Context: an optimization exercise on an open-source flow, tuned for small area, a short achievable clock period and few clock cycles per item. The choices shown serve that exercise and are no tape-out recipe. Where RTL was checked, it was by simulation tests only, not by an equivalence proof against the original. No activity file was given, so power comes from the tool's default toggle rates.

before:
==> module enc1750_fmt, before the edit <==
module enc1750_fmt (
    input  wire [38:0] frac,    
    input  wire  [2:0] fsel,    
    input  wire        m39,     
    input  wire        m38,     
    input  wire  [7:0] xe0,     
    input  wire        xinc,    
    input  wire        xdec,    
    output wire [47:0] data
);
    wire c = (fsel[0] & frac[30]) | (fsel[1] & frac[16]) | (fsel[2] & frac[0]);
    wire [37:0] xs = frac[38:1];
    wire [7:0]  xa = xs[37:30];
    wire [13:0] xb = xs[29:16];
    wire [15:0] xc = xs[15:0];
    wire cc = c;
    wire cb = fsel[2] ? (c & (&xc)) : c;
    wire ca = fsel[0] ? c : cb & (&xb);
    wire [15:0] wc;
    wire [13:0] wb;
    wire [7:0]  wa;
    genvar i;
    generate
        for (i = 0; i < 16; i = i + 1) begin : g_c
            if (i == 0) assign wc[i] = xc[i] ^ cc;
            else        assign wc[i] = xc[i] ^ (cc & (&xc[i-1:0]));
        end
        for (i = 0; i < 14; i = i + 1) begin : g_b
            if (i == 0) assign wb[i] = xb[i] ^ cb;
            else        assign wb[i] = xb[i] ^ (cb & (&xb[i-1:0]));
        end
        for (i = 0; i < 8; i = i + 1) begin : g_a
            if (i == 0) assign wa[i] = xa[i] ^ ca;
            else        assign wa[i] = xa[i] ^ (ca & (&xa[i-1:0]));
        end
    endgenerate
    wire ina = fsel[0] | fsel[1] | fsel[2];
    wire inb = fsel[1] | fsel[2];
    wire inc = fsel[2];
    wire [7:0]  ma = wa & {8{ina}};
    wire [13:0] mb = wb & {14{inb}};
    wire [15:0] mc = wc & {16{inc}};
    wire [7:0] flip;
    generate
        for (i = 0; i < 8; i = i + 1) begin : g_e
            if (i == 0) assign flip[i] = xinc | xdec;
            else        assign flip[i] = (xinc & (&xe0[i-1:0])) | (xdec & ~(|xe0[i-1:0]));
        end
    endgenerate
    wire [7:0] xe = xe0 ^ flip;
    assign data = {m39, m38, ma, mb[13:8] | (xe[5:0] & {6{fsel[0]}}), mb[7:0],
                   xe & {8{~fsel[0]}}, mc};
endmodule
==> module fp_encode_1750a, before the edit <==
module fp_encode_1750a (
    input  wire        clk,
    input  wire        rst,
    input  wire        in_valid,
    output wire        in_ready,
    input  wire [63:0] in_value,
    input  wire  [7:0] in_width,
    output wire        out_valid,
    input  wire        out_ready,
    output wire [47:0] out_data,
    output wire  [2:0] out_nbytes,
    output wire  [1:0] out_status
);
    wire [52:0] c_sig;
    wire        c_subn;
    wire  [2:0] c_fsel;
    wire        c_m39, c_m38;
    wire  [7:0] c_xe;
    wire        c_xinc, c_xdec;
    wire        c_nf;
    enc1750_core u_core (
        .value (in_value),
        .width (in_width),
        .sig   (c_sig),
        .subn  (c_subn),
        .fsel  (c_fsel),
        .m39   (c_m39),
        .m38   (c_m38),
        .xe    (c_xe),
        .xinc  (c_xinc),
        .xdec  (c_xdec),
        .nf    (c_nf)
    );
    reg        ov;       
    reg [52:0] sig_q;
    reg  [2:0] fsel_q;
    reg        m39_q, m38_q;
    reg  [7:0] xe_q;
    reg        xinc_q, xdec_q;
    reg        nf_q;
    reg        pend_q;   
    wire pend = (m39_q & sig_q[52]) | (m38_q & ~sig_q[52]);
    wire load = ~ov | (~pend & out_ready);
    assign in_ready  = ~rst & (~ov | (~pend_q & out_ready));
    assign out_valid = ~rst & ov & ~pend_q;
    wire top8z = m39_q ? &sig_q[52:45] : ~|sig_q[52:45];
    always @(posedge clk) begin
        if (rst) begin
            ov     <= 1'b0;
            pend_q <= 1'b0;
        end else if (load) begin
            ov     <= in_valid;
            pend_q <= in_valid & c_subn;
        end else if (pend) begin
            pend_q <= (top8z ? sig_q[44] : sig_q[51]) ~^ m39_q;
        end
    end
    wire sel_ld = load;
    wire sel_s8 = ~load & pend & top8z;
    wire sel_s1 = ~load & pend & ~top8z;
    wire sel_h  = ~load & ~pend;
    wire [52:0] sig_d = ({53{sel_ld}} & c_sig)
                      | ({53{sel_s8}} & {sig_q[44:0], {8{m39_q}}})
                      | ({53{sel_s1}} & {sig_q[51:0], m39_q})
                      | ({53{sel_h}}  & sig_q);
    always @(posedge clk) sig_q <= sig_d;
    always @(posedge clk) begin
        if (load) begin
            fsel_q   <= c_fsel;
            m39_q    <= c_m39;
            m38_q    <= c_m38;
            xe_q     <= c_xe;
            xinc_q   <= c_xinc;
            xdec_q   <= c_xdec;
            nf_q     <= c_nf;
        end
    end
    enc1750_fmt u_fmt (
        .frac(sig_q[51:13]),
        .fsel(fsel_q),
        .m39 (m39_q),
        .m38 (m38_q),
        .xe0 (xe_q),
        .xinc(xinc_q),
        .xdec(xdec_q),
        .data(out_data)
    );
    assign out_status = {nf_q, ~(fsel_q[0] | fsel_q[1] | fsel_q[2] | nf_q)};
    assign out_nbytes = {fsel_q[1] | fsel_q[2], fsel_q[0] | fsel_q[2], 1'b0};
endmodule
export LEC_CHECK = 0
export ABC_AREA = 1
export CAP_MARGIN = 20
export CORE_MARGIN = 2
export CORE_UTILIZATION = 40
export CTS_BUF_LIST = sky130_fd_sc_hd__clkbuf_8
export SETUP_SLACK_MARGIN = 5
export SLEW_MARGIN = 20
create_clock -name core_clock -period 10.0 [get_ports {clk}]
standard.sh (not shown) runs the stock make flow with config.mk's settings and CLKGATE_MAP_FILE= SYNTH_SCRIPT=/design/flow/synth_recipe.tcl, a recipe that flattens the netlist after the stock synthesis.
==> flow/flow/run.sh <==
#!/bin/bash
# The standard layout (standard.sh, the standard flow's own ORFS flow) with one change:
# the port buffers are sky130_fd_sc_hd__buf_2 cells instead of the delay
# buffers buffer_ports picks by default. Every port still gets a buffer.
set -euo pipefail
export BUFFER_PORTS_ARGS="-buffer_cell sky130_fd_sc_hd__buf_2"
bash standard.sh > standard.log 2>&1
Testbench counts of before, summed over its fixed seeds: cycles 24,936, items 24,000.
Inputs modified between before and after:
--- a/flow/design.v
+++ b/flow/design.v
@@ -1,5 +1,6 @@
 module enc1750_fmt (
     input  wire [38:0] frac,    
+    input  wire        c,       
     input  wire  [2:0] fsel,    
     input  wire        m39,     
     input  wire        m38,     
@@ -8,7 +9,6 @@
     input  wire        xdec,    
     output wire [47:0] data
 );
-    wire c = (fsel[0] & frac[30]) | (fsel[1] & frac[16]) | (fsel[2] & frac[0]);
     wire [37:0] xs = frac[38:1];
     wire [7:0]  xa = xs[37:30];
     wire [13:0] xb = xs[29:16];
@@ -166,6 +166,10 @@
                       | ({53{sel_s1}} & {sig_q[51:0], m39_q})
                       | ({53{sel_h}}  & sig_q);
     always @(posedge clk) sig_q <= sig_d;
+    wire [2:0] fsel_d = load ? c_fsel : fsel_q;
+    reg        c_q;
+    always @(posedge clk)
+        c_q <= (fsel_d[0] & sig_d[43]) | (fsel_d[1] & sig_d[29]) | (fsel_d[2] & sig_d[13]);
     always @(posedge clk) begin
         if (load) begin
             fsel_q   <= c_fsel;
@@ -179,6 +183,7 @@
     end
     enc1750_fmt u_fmt (
         .frac(sig_q[51:13]),
+        .c   (c_q),
         .fsel(fsel_q),
         .m39 (m39_q),
         .m38 (m38_q),
[summary]
The final layout from after, which completed every stage, passed the timing, design-rule and antenna checks at the end of the flow.
Die: after bigger than before
Taking before as the reference, in after post-route fraction of the period consumed by the critical path went down by 1.5 points; utilization fell 1.5 points; relative contribution of sequential cells to total power +0.2 points; clock-pin slew on the worst setup and hold paths did not really move; arrival time reported for the critical path endpoint has decreased.
Setup slack in after is larger than in before.
Sort after and before by clock distribution area overhead in the final layout desc -> top: before
When after is measured against before, its path length in cells of the critical path turns out 9 lower.
Actual transition at the worst max-transition pin: higher on after
Diff after and before: sequential cell count higher in after
The fraction of met2 tracks used by global routing number comes out higher for before vs after.
after against before: number of buffer and inverter stages on the critical path dropped 1; final weighted congestion in routability-driven placement went up by 2.8%.
For after, only the layout was checked, not whether the RTL still works.


== old ==
The RTL this note starts from:
==> flow/design.v <==
module enc1750_fmt (
    input  wire [38:0] frac,    
    input  wire  [2:0] fsel,    
    input  wire        m39,     
    input  wire        m38,     
    input  wire  [7:0] xe0,     
    input  wire        xinc,    
    input  wire        xdec,    
    output wire [47:0] data
);
    wire c = (fsel[0] & frac[30]) | (fsel[1] & frac[16]) | (fsel[2] & frac[0]);
    wire [37:0] xs = frac[38:1];
    wire [7:0]  xa = xs[37:30];
    wire [13:0] xb = xs[29:16];
    wire [15:0] xc = xs[15:0];
    wire cc = c;
    wire cb = fsel[2] ? (c & (&xc)) : c;
    wire ca = fsel[0] ? c : cb & (&xb);
    wire [15:0] wc;
    wire [13:0] wb;
    wire [7:0]  wa;
    genvar i;
    generate
        for (i = 0; i < 16; i = i + 1) begin : g_c
            if (i == 0) assign wc[i] = xc[i] ^ cc;
            else        assign wc[i] = xc[i] ^ (cc & (&xc[i-1:0]));
        end
        for (i = 0; i < 14; i = i + 1) begin : g_b
            if (i == 0) assign wb[i] = xb[i] ^ cb;
            else        assign wb[i] = xb[i] ^ (cb & (&xb[i-1:0]));
        end
        for (i = 0; i < 8; i = i + 1) begin : g_a
            if (i == 0) assign wa[i] = xa[i] ^ ca;
            else        assign wa[i] = xa[i] ^ (ca & (&xa[i-1:0]));
        end
    endgenerate
    wire ina = fsel[0] | fsel[1] | fsel[2];
    wire inb = fsel[1] | fsel[2];
    wire inc = fsel[2];
    wire [7:0]  ma = wa & {8{ina}};
    wire [13:0] mb = wb & {14{inb}};
    wire [15:0] mc = wc & {16{inc}};
    wire [7:0] flip;
    generate
        for (i = 0; i < 8; i = i + 1) begin : g_e
            if (i == 0) assign flip[i] = xinc | xdec;
            else        assign flip[i] = (xinc & (&xe0[i-1:0])) | (xdec & ~(|xe0[i-1:0]));
        end
    endgenerate
    wire [7:0] xe = xe0 ^ flip;
    assign data = {m39, m38, ma, mb[13:8] | (xe[5:0] & {6{fsel[0]}}), mb[7:0],
                   xe & {8{~fsel[0]}}, mc};
endmodule
module enc1750_core (
    input  wire [63:0] value,
    input  wire  [7:0] width,
    output wire [52:0] sig,     
    output wire        subn,    
    output wire  [2:0] fsel,    
    output wire        m39,     
    output wire        m38,     
    output wire  [7:0] xe,      
    output wire        xinc,    
    output wire        xdec,    
    output wire        nf       
);
    wire        s  = value[63];
    wire [10:0] be = value[62:52];
    wire [51:0] fr = value[51:0];
    wire w16 = (width == 8'd16);
    wire w32 = (width == 8'd32);
    wire w48 = (width == 8'd48);
    wire wok = w16 | w32 | w48;
    wire nonfinite = &be;
    wire is_sub    = ~|be;
    wire is_zero   = is_sub & ~|fr;
    wire ok        = wok & ~nonfinite;
    assign sig    = {~is_sub, fr} ^ {53{s}};
    assign subn   = ok & is_sub & ~is_zero;
    assign fsel   = {w48, w32, w16} & {3{ok}};
    assign m39    = ok & ~is_zero & s;
    assign m38    = ok & ~is_zero & ~s;
    assign nf     = wok & nonfinite;
    wire ones16 = &fr[51:43], ones32 = &fr[42:29], ones48 = &fr[28:13];
    wire zer16  = ~|fr[51:43], zer32 = ~|fr[42:29], zer48 = ~|fr[28:13];
    wire all1 = ones16 & (w16 | (ones32 & (w32 | ones48)));
    wire all0 = zer16  & (w16 | (zer32  & (w32 | zer48)));
    wire inc  = ~s & all1;
    wire dec  = s & all0;
    wire lo8 = (be <= 11'd894),  hi8 = (be >= 11'd1149);
    wire lo6 = (be <= 11'd990),  hi6 = (be >= 11'd1053);
    wire [7:0] be2 = be[7:0] + 8'd2;
    wire [7:0] xf8 = lo8 ? 8'h80 : hi8 ? 8'h7f : be2;
    wire [5:0] xf6 = lo6 ? 6'h20 : hi6 ? 6'h1f : be2[5:0];
    wire inc_ok = w16 ? ((be >= 11'd990) & ~hi6) : ((be >= 11'd894) & ~hi8);
    wire dec_ok = w16 ? (~lo6 & (be <= 11'd1053)) : (~lo8 & (be <= 11'd1149));
    wire [7:0] xn = w16 ? {2'b00, xf6} : xf8;
    wire [7:0] xs = is_zero ? 8'h00 : is_sub ? (w16 ? 8'h20 : 8'h80) : xn;
    assign xe     = ok ? xs : 8'd0;
    assign xinc   = ok & ~is_sub & inc & inc_ok;
    assign xdec   = ok & ~is_sub & dec & dec_ok;
endmodule
module fp_encode_1750a (
    input  wire        clk,
    input  wire        rst,
    input  wire        in_valid,
    output wire        in_ready,
    input  wire [63:0] in_value,
    input  wire  [7:0] in_width,
    output wire        out_valid,
    input  wire        out_ready,
    output wire [47:0] out_data,
    output wire  [2:0] out_nbytes,
    output wire  [1:0] out_status
);
    wire [52:0] c_sig;
    wire        c_subn;
    wire  [2:0] c_fsel;
    wire        c_m39, c_m38;
    wire  [7:0] c_xe;
    wire        c_xinc, c_xdec;
    wire        c_nf;
    enc1750_core u_core (
        .value (in_value),
        .width (in_width),
        .sig   (c_sig),
        .subn  (c_subn),
        .fsel  (c_fsel),
        .m39   (c_m39),
        .m38   (c_m38),
        .xe    (c_xe),
        .xinc  (c_xinc),
        .xdec  (c_xdec),
        .nf    (c_nf)
    );
    reg        ov;       
    reg [52:0] sig_q;
    reg  [2:0] fsel_q;
    reg        m39_q, m38_q;
    reg  [7:0] xe_q;
    reg        xinc_q, xdec_q;
    reg        nf_q;
    reg        pend_q;   
    wire pend = (m39_q & sig_q[52]) | (m38_q & ~sig_q[52]);
    wire load = ~ov | (~pend & out_ready);
    assign in_ready  = ~rst & (~ov | (~pend_q & out_ready));
    assign out_valid = ~rst & ov & ~pend_q;
    wire top5z = m39_q ? &sig_q[52:48] : ~|sig_q[52:48];
    always @(posedge clk) begin
        if (rst) begin
            ov     <= 1'b0;
            pend_q <= 1'b0;
        end else if (load) begin
            ov     <= in_valid;
            pend_q <= in_valid & c_subn;
        end else if (pend) begin
            pend_q <= (top5z ? sig_q[47] : sig_q[51]) ~^ m39_q;
        end
    end
    wire sel_ld = load;
    wire sel_s5 = ~load & pend & top5z;
    wire sel_s1 = ~load & pend & ~top5z;
    wire sel_h  = ~load & ~pend;
    wire [52:0] sig_d = ({53{sel_ld}} & c_sig)
                      | ({53{sel_s5}} & {sig_q[47:0], {5{m39_q}}})
                      | ({53{sel_s1}} & {sig_q[51:0], m39_q})
                      | ({{40{sel_h}}, 13'd0} & sig_q);
    always @(posedge clk) sig_q <= sig_d;
    always @(posedge clk) begin
        if (load) begin
            fsel_q   <= c_fsel;
            m39_q    <= c_m39;
            m38_q    <= c_m38;
            xe_q     <= c_xe;
            xinc_q   <= c_xinc;
            xdec_q   <= c_xdec;
            nf_q     <= c_nf;
        end
    end
    enc1750_fmt u_fmt (
        .frac(sig_q[51:13]),
        .fsel(fsel_q),
        .m39 (m39_q),
        .m38 (m38_q),
        .xe0 (xe_q),
        .xinc(xinc_q),
        .xdec(xdec_q),
        .data(out_data)
    );
    assign out_status = {nf_q, ~(fsel_q[0] | fsel_q[1] | fsel_q[2] | nf_q)};
    assign out_nbytes = {fsel_q[1] | fsel_q[2], fsel_q[0] | fsel_q[2], 1'b0};
endmodule
clock: 10.0 ns
lec_check: 0
abc_area: 1
cap_margin: 20
core_margin: 2
core_utilization: 40
cts_buf_list: sky130_fd_sc_hd__clkbuf_8
slew_margin: 20
==> flow/flow/run.sh <==
#!/bin/bash
# The standard layout (standard.sh, the standard flow's own ORFS flow) with three changes:
# the port buffers are sky130_fd_sc_hd__buf_2 cells instead of the delay
# buffers buffer_ports picks by default (every port still gets a buffer),
# timing repair aims for a setup slack of 5.4 ns, and clock tree synthesis
# adds no dummy loads.
set -euo pipefail
export BUFFER_PORTS_ARGS="-buffer_cell sky130_fd_sc_hd__buf_2"
export SETUP_SLACK_MARGIN=5.4
export CTS_ARGS="-sink_clustering_enable -repair_clock_nets -buf_list sky130_fd_sc_hd__clkbuf_8 -dont_use_dummy_load"
bash standard.sh > standard.log 2>&1
Testbench counts of old, summed over its fixed seeds: cycles 24,809, items 24,000.
#### Input delta (new over old)
--- a/flow/design.v
+++ b/flow/design.v
@@ -144,28 +144,28 @@
     wire pend = (m39_q & sig_q[52]) | (m38_q & ~sig_q[52]);
     wire load = ~ov | (~pend & out_ready);
     assign in_ready  = ~rst & (~ov | (~pend_q & out_ready));
     assign out_valid = ~rst & ov & ~pend_q;
-    wire top5z = m39_q ? &sig_q[52:48] : ~|sig_q[52:48];
+    wire top8z = m39_q ? &sig_q[52:45] : ~|sig_q[52:45];
     always @(posedge clk) begin
         if (rst) begin
             ov     <= 1'b0;
             pend_q <= 1'b0;
         end else if (load) begin
             ov     <= in_valid;
             pend_q <= in_valid & c_subn;
         end else if (pend) begin
-            pend_q <= (top5z ? sig_q[47] : sig_q[51]) ~^ m39_q;
+            pend_q <= (top8z ? sig_q[44] : sig_q[51]) ~^ m39_q;
         end
     end
     wire sel_ld = load;
-    wire sel_s5 = ~load & pend & top5z;
-    wire sel_s1 = ~load & pend & ~top5z;
+    wire sel_s8 = ~load & pend & top8z;
+    wire sel_s1 = ~load & pend & ~top8z;
     wire sel_h  = ~load & ~pend;
     wire [52:0] sig_d = ({53{sel_ld}} & c_sig)
-                      | ({53{sel_s5}} & {sig_q[47:0], {5{m39_q}}})
+                      | ({53{sel_s8}} & {sig_q[44:0], {8{m39_q}}})
                       | ({53{sel_s1}} & {sig_q[51:0], m39_q})
-                      | ({{40{sel_h}}, 13'd0} & sig_q);
+                      | ({53{sel_h}}  & sig_q);
     always @(posedge clk) sig_q <= sig_d;
     always @(posedge clk) begin
         if (load) begin
             fsel_q   <= c_fsel;
==> run summary <==
new has wire length on met2 above what old had. Going from old to new, number of standard-cell rows in the floorplan fell by 2.3%, average vias per placed instance rose by about 2.6%, switching power neither gained nor lost much. Between new and old, sum of routed wire segments on met1 is higher for new, old comes in under that.
Testbench counts of new, summed over its fixed seeds: cycles 24,936, items 24,000.

-- static timing again, ports no longer ideal --
How much do the figures lean on ideal ports? The routed layouts below were timed once more, with nothing changed but the port constraints. Step 1 assumes that a clkbuf_16 drives the clock port and a buf_2 every other input. Step 2 also shifts input and output timing later by t, the mid clock arrival at the registers, as if the neighbouring blocks saw the same clock. Slacks: no drivers / after step 1 / after step 2; pairs: no drivers / after step 1.
run	t (ns)	setup slack, ns	worst setup path after step 2
before	0.387	5.409 / 5.376 / 5.510	input to output
after	0.404	5.556 / 5.536 / 5.536	input to output
old	0.378	5.577 / 5.558 / 5.558	input to output
new	0.373	5.529 / 5.510 / 5.510	input to output
After both steps every run listed still meets setup and hold. For after, which loses most, drivers alone change the setup slack by -0.020 ns; drivers and shift together by -0.020 ns.
